Background: an optimization exercise with open tools, aiming at small area, a short achievable clock period and few clock cycles. Do not read the settings as production practice. The RTL was checked by simulation tests, not by an equivalence proof against the original design. Power figures rest on the tool's default switching activity, not on a simulated workload.

==> tundra <==
==> flow/design.v (excerpt) <==
module twocan_bpk (
    input  wire         clk,
    input  wire         rst,         
    input  wire         req_valid,
    input  wire [127:0] req,
    output wire         req_ready,
    output reg          rsp_valid,
    output wire [127:0] rsp
);
    localparam BV_MAX  = 512;
    localparam TXT_MAX = 86;
    localparam OP_NOP    = 8'h00, OP_HDEC  = 8'h01, OP_HENC  = 8'h02;
    localparam OP_NEW    = 8'h20, OP_GETI  = 8'h21, OP_PUTI  = 8'h22;
    localparam OP_GETS   = 8'h23, OP_PUTS  = 8'h24, OP_PUTD  = 8'h25;
    localparam OP_TCLR   = 8'h28, OP_TPUSH = 8'h29, OP_TGET  = 8'h2A;
    localparam OP_DEC6   = 8'h30, OP_ENC6  = 8'h31, OP_A2B   = 8'h32;
    localparam OP_B2A    = 8'h33, OP_TYPE  = 8'h34;
    localparam OP_STAT   = 8'hF0, OP_RESET = 8'hFF;
    localparam ST_OK = 8'h00, ST_ILLEGAL = 8'h80, ST_PGN_RANGE = 8'h81, ST_RANGE = 8'h82;
    localparam ST_VALUE = 8'h83, ST_BAD_ARMOR = 8'h84, ST_AIS_TYPE = 8'h85, ST_UNIMPL = 8'h87;
    localparam S_IDLE = 2'd0, S_GSTR = 2'd1, S_PSTR = 2'd2;
    localparam NW = BV_MAX / 32;     
    reg [31:0]       bvw [0:NW-1];   
    reg [9:0]        bvlen;
    reg [7:0]        txt [0:TXT_MAX-1];
    reg [6:0]        txtlen;
    reg [1:0]  state;
    reg [9:0]  pos;                  
    reg [9:0]  left;                 
    reg [6:0]  gi;                   
    reg [4:0]  grp;                  
    reg [6:0]  lastnz;               
    reg [29:0] ps_buf;               
    reg        b2a_md;               
    reg [9:0]  txt6;                 
    reg [9:0]  gi6, lastnz6;         
    reg        a2b_md;               
  ...
clock: 10.0 ns
lec_check: 0
cap_margin: 20
core_margin: 2
core_utilization: 25
place_density: 0.4
setup_slack_margin: 5
slew_margin: 20
tns_end_percent: 5
run.sh (not shown) runs the stock make flow with config.mk's settings and CLKGATE_MAP_FILE= SYNTH_SCRIPT=/design/flow/synth_recipe.tcl, a recipe that flattens the netlist after the stock synthesis.
==> ember (differences from tundra) <==
--- a/flow/design.v
+++ b/flow/design.v
@@ -37,26 +37,39 @@
     reg        a2b_md;               
     reg [29:0] gs_buf;               
     reg [119:0] rsp_f;               
     reg [7:0]   rsp_st;
     reg         rsp_z;               
     reg         rsp_gi;              
     reg  [5:0]  rsp_gb;              
+    reg         rsp_tg;              
+    reg  [2:0]  rsp_tl;              
     wire [31:0] gw = rsp_f[55:24];
     reg  [31:0] gw_rev, gm;          
     integer gk;
     always @* for (gk = 0; gk < 32; gk = gk + 1) begin
         gw_rev[gk] = gw[31 - gk];
         gm[gk]     = gtc({6'd0, rsp_gb}, gk);
     end
     wire [31:0] gv_s = gw_rev >> (~rsp_gb[4:0]);
     wire [31:0] gv   = rsp_gb[5] ? gw_rev : {1'b0, gv_s[31:1]};
     wire        gq0  = &(gw | ~gm);                          
     wire        gq1  = ~gw[0] & (&(gw[31:1] | ~gm[31:1]));   
-    wire [119:0] rsp_fo = rsp_gi ? {rsp_f[119:58], gq1, gq0, gv, rsp_f[23:0]} : rsp_f;
+    reg  [7:0]  tg_chr;
+    always @* begin
+        case (rsp_tl)
+            3'd0: tg_chr = rsp_f[63:56];
+            3'd1: tg_chr = rsp_f[55:48];
+            3'd2: tg_chr = rsp_f[47:40];
+            3'd3: tg_chr = rsp_f[39:32];
+            default: tg_chr = rsp_f[31:24];
+        endcase
+    end
+    wire [119:0] rsp_fo = rsp_gi ? {rsp_f[119:58], gq1, gq0, gv, rsp_f[23:0]} :
+                          rsp_tg ? {64'd0, 24'd0, tg_chr, rsp_f[23:0]} : rsp_f;
     assign rsp = {rsp_fo & {120{~rsp_z}}, rsp_st};
     wire idle = (state == S_IDLE);
     assign req_ready = idle;
     wire accept = req_valid && idle;
     wire [7:0]  op = req[7:0];
     wire [11:0] fa = req[19:8];
     wire [11:0] fb = req[31:20];
@@ -154,24 +167,14 @@
             end else begin : g_out
                 assign tgrp[g][39 - 8*c -: 8] = 8'd0;
             end
         end
     end endgenerate
     wire [4:0]  tr_g   = idle ? fa_g : (grp + 5'd1);
     wire [39:0] tr_grp = tgrp[tr_g];
-    reg  [7:0]  tr_chr;
-    always @* begin
-        case (fa_l)
-            3'd0: tr_chr = tr_grp[39:32];
-            3'd1: tr_chr = tr_grp[31:24];
-            3'd2: tr_chr = tr_grp[23:16];
-            3'd3: tr_chr = tr_grp[15:8];
-            default: tr_chr = tr_grp[7:0];
-        endcase
-    end
     wire [15:0] dec_fa, dec_pos;
     generate for (k = 0; k < 16; k = k + 1) begin : g_dec
         assign dec_fa[k]  = (fa[8:5] == k);
         assign dec_pos[k] = (pos[8:5] == k);
     end endgenerate
     wire [15:0] rp_dw = idle ? dec_fa : dec_pos;
     wire [5:0]  rp_sh = idle ? fa[5:0] : pos[5:0];
@@ -261,26 +264,27 @@
             default: a2b_len = txt6;
         endcase
     end
     wire [31:0] raw_r =
           ({32{is_geti}} & rw)
         | ({32{is_hdec}} & {15'd0, dec_pgn})
         | ({32{is_henc}} & enc_id)
-        | ({32{is_tget}} & {24'd0, tr_chr})
+        | ({32{is_tget}} & tr_grp[31:0])
         | ({32{is_dec6}} & {26'd0, armor_val(fw[7:0])})
         | ({32{is_enc6}} & {24'd0, armor_chr(fw[5:0])})
         | ({32{is_type}} & {26'd0, typ});
     wire [23:0] raw_n =
           ({24{is_new}}  & {12'd0, fb})
         | ({24{is_push}} & {17'd0, txtlen + 7'd1})
         | ({24{is_tget}} & {17'd0, txtlen})
         | ({24{is_a2b}}  & {14'd0, a2b_len})
 ;
     wire [63:0] raw_q =
-          ({64{is_hdec}} & {45'd0, hb3[4:2], dec_dst, hb0});
+          ({64{is_hdec}} & {45'd0, hb3[4:2], dec_dst, hb0})
+        | ({64{is_tget}} & {56'd0, tr_grp[39:32]});
     reg ill;
     always @* begin
         case (op)
             OP_NOP, OP_TCLR, OP_B2A, OP_TYPE, OP_STAT, OP_RESET:
                       ill = !(za && zb && zw && zd);
             OP_HDEC:  ill = !(za && zb && zd);
             OP_HENC:  ill = !(za && zb && fd[63:19] == 45'd0);
@@ -348,28 +352,28 @@
         if (gs_nz[2]) begin gs_len = gi + 7'd3; gs_len6 = gi6 + 10'd18; end
         if (gs_nz[3]) begin gs_len = gi + 7'd4; gs_len6 = gi6 + 10'd24; end
         if (gs_nz[4]) begin gs_len = gi + 7'd5; gs_len6 = gi6 + 10'd30; end
     end
     wire [2:0] b2a_cl = {2'd0, gtc({2'd0, left}, 0)} + {2'd0, gtc({2'd0, left}, 6)} +
                         {2'd0, gtc({2'd0, left}, 12)} + {2'd0, gtc({2'd0, left}, 18)} +
                         {2'd0, gtc({2'd0, left}, 24)};
-    reg  [9:0] b2a_c6;
+    reg  [2:0] b2a_c6l;           
+    reg  [9:0] b2a_m6;            
     always @* begin
         case (b2a_cl)
-            3'd1: b2a_c6 = 10'd6;
-            3'd2: b2a_c6 = 10'd12;
-            3'd3: b2a_c6 = 10'd18;
-            3'd4: b2a_c6 = 10'd24;
-            3'd5: b2a_c6 = 10'd30;
-            default: b2a_c6 = 10'd0;
+            3'd1: begin b2a_c6l = 3'd6; b2a_m6 = gi6 + 10'd6;  end
+            3'd2: begin b2a_c6l = 3'd4; b2a_m6 = gi6 + 10'd12; end
+            3'd3: begin b2a_c6l = 3'd2; b2a_m6 = gi6 + 10'd18; end
+            3'd4: begin b2a_c6l = 3'd0; b2a_m6 = gi6 + 10'd24; end
+            3'd5: begin b2a_c6l = 3'd6; b2a_m6 = gi6 + 10'd30; end
+            default: begin b2a_c6l = 3'd0; b2a_m6 = gi6; end
         endcase
     end
-    wire [2:0] b2a_pad = b2a_c6[2:0] - left[2:0];
+    wire [2:0] b2a_pad = b2a_c6l - left[2:0];
     wire [6:0] b2a_m   = gi + {4'd0, b2a_cl};
-    wire [9:0] b2a_m6  = gi6 + b2a_c6;
     wire [29:0] ps_codes, ps_first;
     generate for (k = 0; k < 5; k = k + 1) begin : g_pc
         assign ps_codes[29 - 6*k -: 6] = (gtc({5'd0, ps_tl}, k) && gtc({5'd0, txtlen}, {5'd0, gi} + 12'd4)) ?
                                          (a2b_md ? armor_val(tr_grp[39 - 8*k -: 8]) : tr_grp[37 - 8*k -: 6]) : 6'd0;
         assign ps_first[29 - 6*k -: 6] = tlt[k] ? (is_a2b ? armor_val(txt[k]) : txt[k][5:0]) : 6'd0;
     end endgenerate
     wire        wp_en = idle ? ok_puti : (state == S_PSTR);
@@ -474,14 +478,16 @@
                         any_bad_arm <= any_bad_arm | !armor_ok(fw[7:0]);
                     end
                     rsp_f  <= {raw_q, raw_r, raw_n};
                     rsp_st <= st;
                     rsp_z  <= st_zero;
                     rsp_gi <= is_geti;
                     rsp_gb <= fb[5:0];
+                    rsp_tg <= is_tget;
+                    rsp_tl <= fa_l;
                     if (ok_gets || ok_b2a)
                         state <= S_GSTR;
                     else if (ok_puts || ok_a2b)
                         state <= S_PSTR;
                     else
                         rsp_valid <= 1'b1;
                 end
==> juniper (differences from tundra) <==
--- a/flow/design.v
+++ b/flow/design.v
@@ -371,25 +371,25 @@
         assign ps_codes[29 - 6*k -: 6] = (gtc({5'd0, ps_tl}, k) && gtc({5'd0, txtlen}, {5'd0, gi} + 12'd4)) ?
                                          (a2b_md ? armor_val(tr_grp[39 - 8*k -: 8]) : tr_grp[37 - 8*k -: 6]) : 6'd0;
         assign ps_first[29 - 6*k -: 6] = tlt[k] ? (is_a2b ? armor_val(txt[k]) : txt[k][5:0]) : 6'd0;
     end endgenerate
     wire        wp_en = idle ? ok_puti : (state == S_PSTR);
     wire [15:0] wp_dw = idle ? dec_fa : dec_pos;
     wire [4:0]  wp_s0 = idle ? fa[4:0] : pos[4:0];
-    wire [31:0] wraw  = idle ? fw : {ps_buf, 2'b00};
-    reg  [31:0] wu;
+    wire [31:0] wl_s  = fw << (~fb[4:0]);
+    wire [31:0] wl_in = fb[5] ? fw : {wl_s[30:0], 1'b0};
+    wire [31:0] wl    = idle ? wl_in : {ps_buf, 2'b00};
     wire [5:0]  wb    = idle ? fb[5:0] : (gtc({2'd0, left}, 12'd29) ? 6'd30 : left[5:0]);
-    reg  [31:0] wm;              
+    reg  [31:0] wd, wm;          
     integer wj;
     always @* for (wj = 0; wj < 32; wj = wj + 1) begin
-        wu[wj] = wraw[31 - wj];
+        wd[wj] = wl[31 - wj];
         wm[wj] = gtc({6'd0, wb}, wj);
     end
-    wire [4:0]  wp_amt = idle ? (fa[4:0] + fb[4:0]) : pos[4:0];
-    wire [63:0] wd_dbl = {wu, wu} << wp_amt;
+    wire [63:0] wd_dbl = {wd, wd} << wp_s0;
     wire [63:0] wm_dbl = {wm, wm} << wp_s0;
     wire [31:0] wp_rot = wd_dbl[63:32];
     wire [31:0] wm_rot = wm_dbl[63:32];
     reg  [31:0] wp_mlo, wp_mhi;
     integer wq;
     always @* for (wq = 0; wq < 32; wq = wq + 1) begin
         wp_mlo[wq] = wm_rot[wq] && !gtc({7'd0, wp_s0}, wq);     
==> maple (differences from tundra) <==
--- a/flow/design.v
+++ b/flow/design.v
@@ -28,16 +28,14 @@
     reg [9:0]  pos;                  
     reg [9:0]  left;                 
     reg [6:0]  gi;                   
     reg [4:0]  grp;                  
     reg [6:0]  lastnz;               
     reg [29:0] ps_buf;               
     reg        b2a_md;               
-    reg [9:0]  txt6;                 
-    reg [9:0]  gi6, lastnz6;         
     reg        a2b_md;               
     reg [29:0] gs_buf;               
     reg [119:0] rsp_f;               
     reg [7:0]   rsp_st;
     reg         rsp_z;               
     reg         rsp_gi;              
     reg  [5:0]  rsp_gb;              
@@ -128,14 +126,15 @@
         input [7:0] c;
         str_bad = c[7] | ~(c[6] ^ c[5]);
     endfunction
     wire [4:0] tlt;              
     generate for (g = 0; g < 5; g = g + 1) begin : g_tlt
         assign tlt[g] = gtc({5'd0, txtlen}, g);
     end endgenerate
+    wire [9:0] txt6 = {txtlen, 2'b00} + {1'b0, txtlen, 1'b0};
     localparam NG = (TXT_MAX + 4) / 5;
     reg [4:0] fa_g;              
     reg [2:0] fa_l;              
     integer dq;
     always @* begin
         fa_g = 5'd0;
         fa_l = 3'd0;
@@ -242,14 +241,18 @@
     reg [31:0] m_len;           
     integer mj;
     always @* for (mj = 0; mj < 32; mj = mj + 1)
         m_len[mj] = gtc({6'd0, fb[5:0]}, mj);
     wire        puti_big = |(fw & ~m_len);
     wire [5:0] typ = {bvw[0][0], bvw[0][1], bvw[0][2], bvw[0][3], bvw[0][4], bvw[0][5]};
     wire       typ_bad = (typ == 6'd0) || gtc({6'd0, typ}, 12'd27);
+    wire [19:0] b2a_mul = ({10'd0, bvlen} + 20'd5) * 20'd683;
+    wire [6:0]  b2a_m   = b2a_mul[18:12];                    
+    wire [9:0]  b2a_m6  = {b2a_m, 2'b00} + {1'b0, b2a_m, 1'b0};
+    wire [2:0]  b2a_pad = b2a_m6[2:0] - bvlen[2:0];
     wire        a2b_rng = gtc(fa, 12'd5) || (txtlen == 7'd0 && fa[2:0] != 3'd0) ||
                           (txtlen == TXT_MAX && !fa[2]);
     wire [9:0]  txt6_1 = txt6 - 10'd1, txt6_2 = txt6 - 10'd2, txt6_3 = txt6 - 10'd3;
     wire [9:0]  txt6_4 = txt6 - 10'd4, txt6_5 = txt6 - 10'd5;
     reg  [9:0]  a2b_len;
     always @* begin
         case (fa[2:0])
@@ -264,21 +267,22 @@
     wire [31:0] raw_r =
           ({32{is_geti}} & rw)
         | ({32{is_hdec}} & {15'd0, dec_pgn})
         | ({32{is_henc}} & enc_id)
         | ({32{is_tget}} & {24'd0, tr_chr})
         | ({32{is_dec6}} & {26'd0, armor_val(fw[7:0])})
         | ({32{is_enc6}} & {24'd0, armor_chr(fw[5:0])})
+        | ({32{is_b2a}}  & {29'd0, b2a_pad})
         | ({32{is_type}} & {26'd0, typ});
     wire [23:0] raw_n =
           ({24{is_new}}  & {12'd0, fb})
         | ({24{is_push}} & {17'd0, txtlen + 7'd1})
         | ({24{is_tget}} & {17'd0, txtlen})
         | ({24{is_a2b}}  & {14'd0, a2b_len})
-;
+        | ({24{is_b2a}}  & {17'd0, b2a_m});
     wire [63:0] raw_q =
           ({64{is_hdec}} & {45'd0, hb3[4:2], dec_dst, hb0});
     reg ill;
     always @* begin
         case (op)
             OP_NOP, OP_TCLR, OP_B2A, OP_TYPE, OP_STAT, OP_RESET:
                       ill = !(za && zb && zw && zd);
@@ -330,66 +334,47 @@
     wire [9:0] ps_left = left;
     wire [6:0] ps_tl = txtlen - gi - 7'd5;  
     wire [5:0] gs_v [0:4];
     wire [4:0] gs_ok;            
     wire [4:0] gs_nz;
     generate for (k = 0; k < 5; k = k + 1) begin : g_lane
         assign gs_v[k]  = {gs_buf[6*k], gs_buf[6*k+1], gs_buf[6*k+2], gs_buf[6*k+3], gs_buf[6*k+4], gs_buf[6*k+5]};
-        assign gs_ok[k] = gtc({2'd0, ps_left}, 6 * k);
+        assign gs_ok[k] = gtc({2'd0, ps_left}, 6 * (k + 1) - 1);
         assign gs_nz[k] = gs_ok[k] && (gs_v[k] != 6'd0);
     end endgenerate
     wire       ps_last = !gtc({2'd0, ps_left}, 12'd30);
     reg  [6:0] gs_len;
-    reg  [9:0] gs_len6;
     always @* begin
         gs_len = lastnz;
-        gs_len6 = lastnz6;
-        if (gs_nz[0]) begin gs_len = gi + 7'd1; gs_len6 = gi6 + 10'd6;  end
-        if (gs_nz[1]) begin gs_len = gi + 7'd2; gs_len6 = gi6 + 10'd12; end
-        if (gs_nz[2]) begin gs_len = gi + 7'd3; gs_len6 = gi6 + 10'd18; end
-        if (gs_nz[3]) begin gs_len = gi + 7'd4; gs_len6 = gi6 + 10'd24; end
-        if (gs_nz[4]) begin gs_len = gi + 7'd5; gs_len6 = gi6 + 10'd30; end
+        if (gs_nz[0]) gs_len = gi + 7'd1;
+        if (gs_nz[1]) gs_len = gi + 7'd2;
+        if (gs_nz[2]) gs_len = gi + 7'd3;
+        if (gs_nz[3]) gs_len = gi + 7'd4;
+        if (gs_nz[4]) gs_len = gi + 7'd5;
     end
-    wire [2:0] b2a_cl = {2'd0, gtc({2'd0, left}, 0)} + {2'd0, gtc({2'd0, left}, 6)} +
-                        {2'd0, gtc({2'd0, left}, 12)} + {2'd0, gtc({2'd0, left}, 18)} +
-                        {2'd0, gtc({2'd0, left}, 24)};
-    reg  [9:0] b2a_c6;
-    always @* begin
-        case (b2a_cl)
-            3'd1: b2a_c6 = 10'd6;
-            3'd2: b2a_c6 = 10'd12;
-            3'd3: b2a_c6 = 10'd18;
-            3'd4: b2a_c6 = 10'd24;
-            3'd5: b2a_c6 = 10'd30;
-            default: b2a_c6 = 10'd0;
-        endcase
-    end
-    wire [2:0] b2a_pad = b2a_c6[2:0] - left[2:0];
-    wire [6:0] b2a_m   = gi + {4'd0, b2a_cl};
-    wire [9:0] b2a_m6  = gi6 + b2a_c6;
     wire [29:0] ps_codes, ps_first;
     generate for (k = 0; k < 5; k = k + 1) begin : g_pc
         assign ps_codes[29 - 6*k -: 6] = (gtc({5'd0, ps_tl}, k) && gtc({5'd0, txtlen}, {5'd0, gi} + 12'd4)) ?
                                          (a2b_md ? armor_val(tr_grp[39 - 8*k -: 8]) : tr_grp[37 - 8*k -: 6]) : 6'd0;
         assign ps_first[29 - 6*k -: 6] = tlt[k] ? (is_a2b ? armor_val(txt[k]) : txt[k][5:0]) : 6'd0;
     end endgenerate
     wire        wp_en = idle ? ok_puti : (state == S_PSTR);
     wire [15:0] wp_dw = idle ? dec_fa : dec_pos;
     wire [4:0]  wp_s0 = idle ? fa[4:0] : pos[4:0];
-    wire [31:0] wraw  = idle ? fw : {ps_buf, 2'b00};
-    reg  [31:0] wu;
+    wire [31:0] wl_s  = fw << (~fb[4:0]);
+    wire [31:0] wl_in = fb[5] ? fw : {wl_s[30:0], 1'b0};
+    wire [31:0] wl    = idle ? wl_in : {ps_buf, 2'b00};
     wire [5:0]  wb    = idle ? fb[5:0] : (gtc({2'd0, left}, 12'd29) ? 6'd30 : left[5:0]);
-    reg  [31:0] wm;              
+    reg  [31:0] wd, wm;          
     integer wj;
     always @* for (wj = 0; wj < 32; wj = wj + 1) begin
-        wu[wj] = wraw[31 - wj];
+        wd[wj] = wl[31 - wj];
         wm[wj] = gtc({6'd0, wb}, wj);
     end
-    wire [4:0]  wp_amt = idle ? (fa[4:0] + fb[4:0]) : pos[4:0];
-    wire [63:0] wd_dbl = {wu, wu} << wp_amt;
+    wire [63:0] wd_dbl = {wd, wd} << wp_s0;
     wire [63:0] wm_dbl = {wm, wm} << wp_s0;
     wire [31:0] wp_rot = wd_dbl[63:32];
     wire [31:0] wm_rot = wm_dbl[63:32];
     reg  [31:0] wp_mlo, wp_mhi;
     integer wq;
     always @* for (wq = 0; wq < 32; wq = wq + 1) begin
         wp_mlo[wq] = wm_rot[wq] && !gtc({7'd0, wp_s0}, wq);     
@@ -430,44 +415,37 @@
     end endgenerate
     always @(posedge clk) begin
         if (rst) begin
             state     <= S_IDLE;
             rsp_valid <= 1'b0;
             bvlen     <= 10'd0;
             txtlen    <= 7'd0;
-            txt6      <= 10'd0;
             any_bad_str <= 1'b0;
             any_bad_arm <= 1'b0;
         end else begin
             rsp_valid <= 1'b0;
             case (state)
                 S_IDLE: if (accept) begin
                     pos    <= is_gets ? (fa[9:0] + 10'd30) : is_b2a ? 10'd30 : is_a2b ? 10'd0 : fa[9:0];
                     gs_buf <= rw[29:0];
-                    left   <= is_b2a ? bvlen : is_a2b ? a2b_len : fb[9:0];
-                    gi6    <= 10'd0;
-                    lastnz6 <= 10'd0;
+                    left   <= is_b2a ? b2a_m6 : is_a2b ? a2b_len : fb[9:0];
                     b2a_md <= is_b2a;
                     a2b_md <= is_a2b;
                     ps_buf <= ps_first;
                     gi     <= 7'd0;
                     grp    <= 5'd0;
                     lastnz <= 7'd0;
                     if (ok_new)  bvlen  <= fb[9:0];
                     if (ok_a2b)  bvlen  <= a2b_len;
                     if (ok_tclr) txtlen <= 7'd0;
-                    if (ok_push) begin
-                        txtlen <= txtlen + 7'd1;
-                        txt6   <= txt6 + 10'd6;
-                    end
-                    if (ok_tclr) txt6 <= 10'd0;
+                    if (ok_push) txtlen <= txtlen + 7'd1;
+                    if (ok_b2a)  txtlen <= b2a_m;
                     if (ok_sres) begin
                         bvlen  <= 10'd0;
                         txtlen <= 7'd0;
-                        txt6   <= 10'd0;
                     end
                     if (ok_tclr || ok_sres || ok_gets || ok_b2a) begin
                         any_bad_str <= 1'b0;
                         any_bad_arm <= 1'b0;
                     end
                     if (ok_push) begin
                         any_bad_str <= any_bad_str | str_bad(fw[7:0]);
@@ -483,31 +461,24 @@
                     else if (ok_puts || ok_a2b)
                         state <= S_PSTR;
                     else
                         rsp_valid <= 1'b1;
                 end
                 S_GSTR: begin
                     lastnz <= gs_len;
-                    lastnz6 <= gs_len6;
-                    gi6    <= gi6 + 10'd30;
                     gs_buf <= rw[29:0];
                     any_bad_str <= any_bad_str | (|lane_bs);
                     any_bad_arm <= any_bad_arm | (|lane_ba);
                     gi     <= gi + 7'd5;
                     grp    <= grp + 5'd1;
                     pos    <= pos + 10'd30;
                     left   <= left - 10'd30;
                     if (ps_last) begin
-                        if (b2a_md) begin
-                            txtlen <= b2a_m;
-                            txt6   <= b2a_m6;
-                            rsp_f  <= {64'd0, 29'd0, b2a_pad, 17'd0, b2a_m};
-                        end else begin
+                        if (!b2a_md) begin
                             txtlen <= gs_len;
-                            txt6   <= gs_len6;
                             rsp_f  <= {96'd0, 17'd0, gs_len};
                         end
                         rsp_valid <= 1'b1;
                         state     <= S_IDLE;
                     end
                 end
                 S_PSTR: begin
--- a/flow/config.mk
+++ b/flow/config.mk
@@ -5,10 +5,10 @@
 export SDC_FILE = /design/flow/constraint.sdc
 export NUM_CORES = 4
 export LEC_CHECK = 0
 export CAP_MARGIN = 20
 export CORE_MARGIN = 2
 export CORE_UTILIZATION = 25
 export PLACE_DENSITY = 0.4
-export SETUP_SLACK_MARGIN = 5
+export SETUP_SLACK_MARGIN = 4
 export SLEW_MARGIN = 20
 export TNS_END_PERCENT = 5
==> comparison table <==
metric	maple	juniper	ember	tundra
# fillers	37638	37478	36472	36433
Part of the total power dissipated in combinational logic	0.197	0.256	0.216	0.234
Area fraction in compound gates after synthesis	0.214	0.213	0.218	0.211
Max-Cap Viols	0	0	1	0
Number of clock sinks	1397	1426	1430	1426
Net switching power figure	5.12 mW	5.99 mW	5.48 mW	5.72 mW
Multiplexer fraction of the synthesized cell area	0.0700	0.0711	0.0700	0.0647
DIE AREA	370000 um2	374000 um2	364000 um2	363000 um2
Post-route minimum period	6.67 ns	5.59 ns	6.31 ns	5.92 ns
Share of cells above drive strength 1	0.161	0.248	0.205	0.210
Setup slack, reg-to-reg	3.33 ns	4.55 ns	3.89 ns	4.23 ns
Outcome	complete, no violations	complete, no violations	failed layout checks	complete, no violations
Violated checks	-	-	max-capacitance violations, max-slew violations	-
Cell area after placement	101000 um2	101000 um2	99300 um2	99000 um2
Core area	363000 um2	368000 um2	356000 um2	356000 um2
Sequential fraction of total cell area	0.380	0.351	0.373	0.369
Total routing resource utilization after global routing	0.272	0.296	0.276	0.274
Max-slew violations	0	0	6	0
Antenna violations before repair	37	41	41	41
Area of combinational cells with multiple inputs	48100 um2	50600 um2	47000 um2	48100 um2
Sw Share	0.319	0.337	0.327	0.334
Total met2 wirelength after detailed routing	242 mm	248 mm	225 mm	227 mm
Count of vias placed by the detailed router	87014	93580	88112	87693
Inverters excl. clock	199	144	138	143
XOR/XNOR share of the synthesized area	0.00988	0.0111	0.0104	0.0112
Final-layout worst hold slack	0.527 ns	0.493 ns	0.569 ns	0.515 ns
Vert. Die Dim	608 um	611 um	603 um	603 um
Testbench counts of tundra, summed over its fixed seeds: cycles 9,926.
Testbench counts of ember, summed over its fixed seeds: cycles 9,926.
Testbench counts of juniper, summed over its fixed seeds: cycles 9,926.
Testbench counts of maple, summed over its fixed seeds: cycles 9,926.

static timing again, ports no longer ideal:
No port has a modelled driver above. Below, the same layouts with a new extraction and two added sets of constraints.
Step 1 assumes that a clkbuf_16 drives the clock port and a buf_2 every other input.
Step 2 moves the port delays by t, midway between the first and last clock arrival at a register: inputs arrive t later, outputs are due t later. That takes back most of the time a late clock gives input paths.
a / b / c = no drivers / after step 1 / after step 2; a / b = the first two.
run | t (ns) | slack for setup (ns) | worst setup path at the end | clock arrival spread, ns | cell pins on the clock port's net
tundra | 0.955 | 4.083 / 4.057 / 3.102 | input to register | 0.152 / 0.152 | 1
ember | 0.990 | 3.695 / 3.702 / 2.712 | input to register | 0.124 / 0.124 | 1
juniper | 0.994 | 4.411 / 4.428 / 3.434 | input to register | 0.141 / 0.141 | 1
maple | 0.994 | 3.328 / 3.328 / 2.765 | input to register | 0.069 / 0.069 | 1
For ember, which loses most, drivers alone change the setup slack by +0.007 ns; drivers and shift together by -0.983 ns.
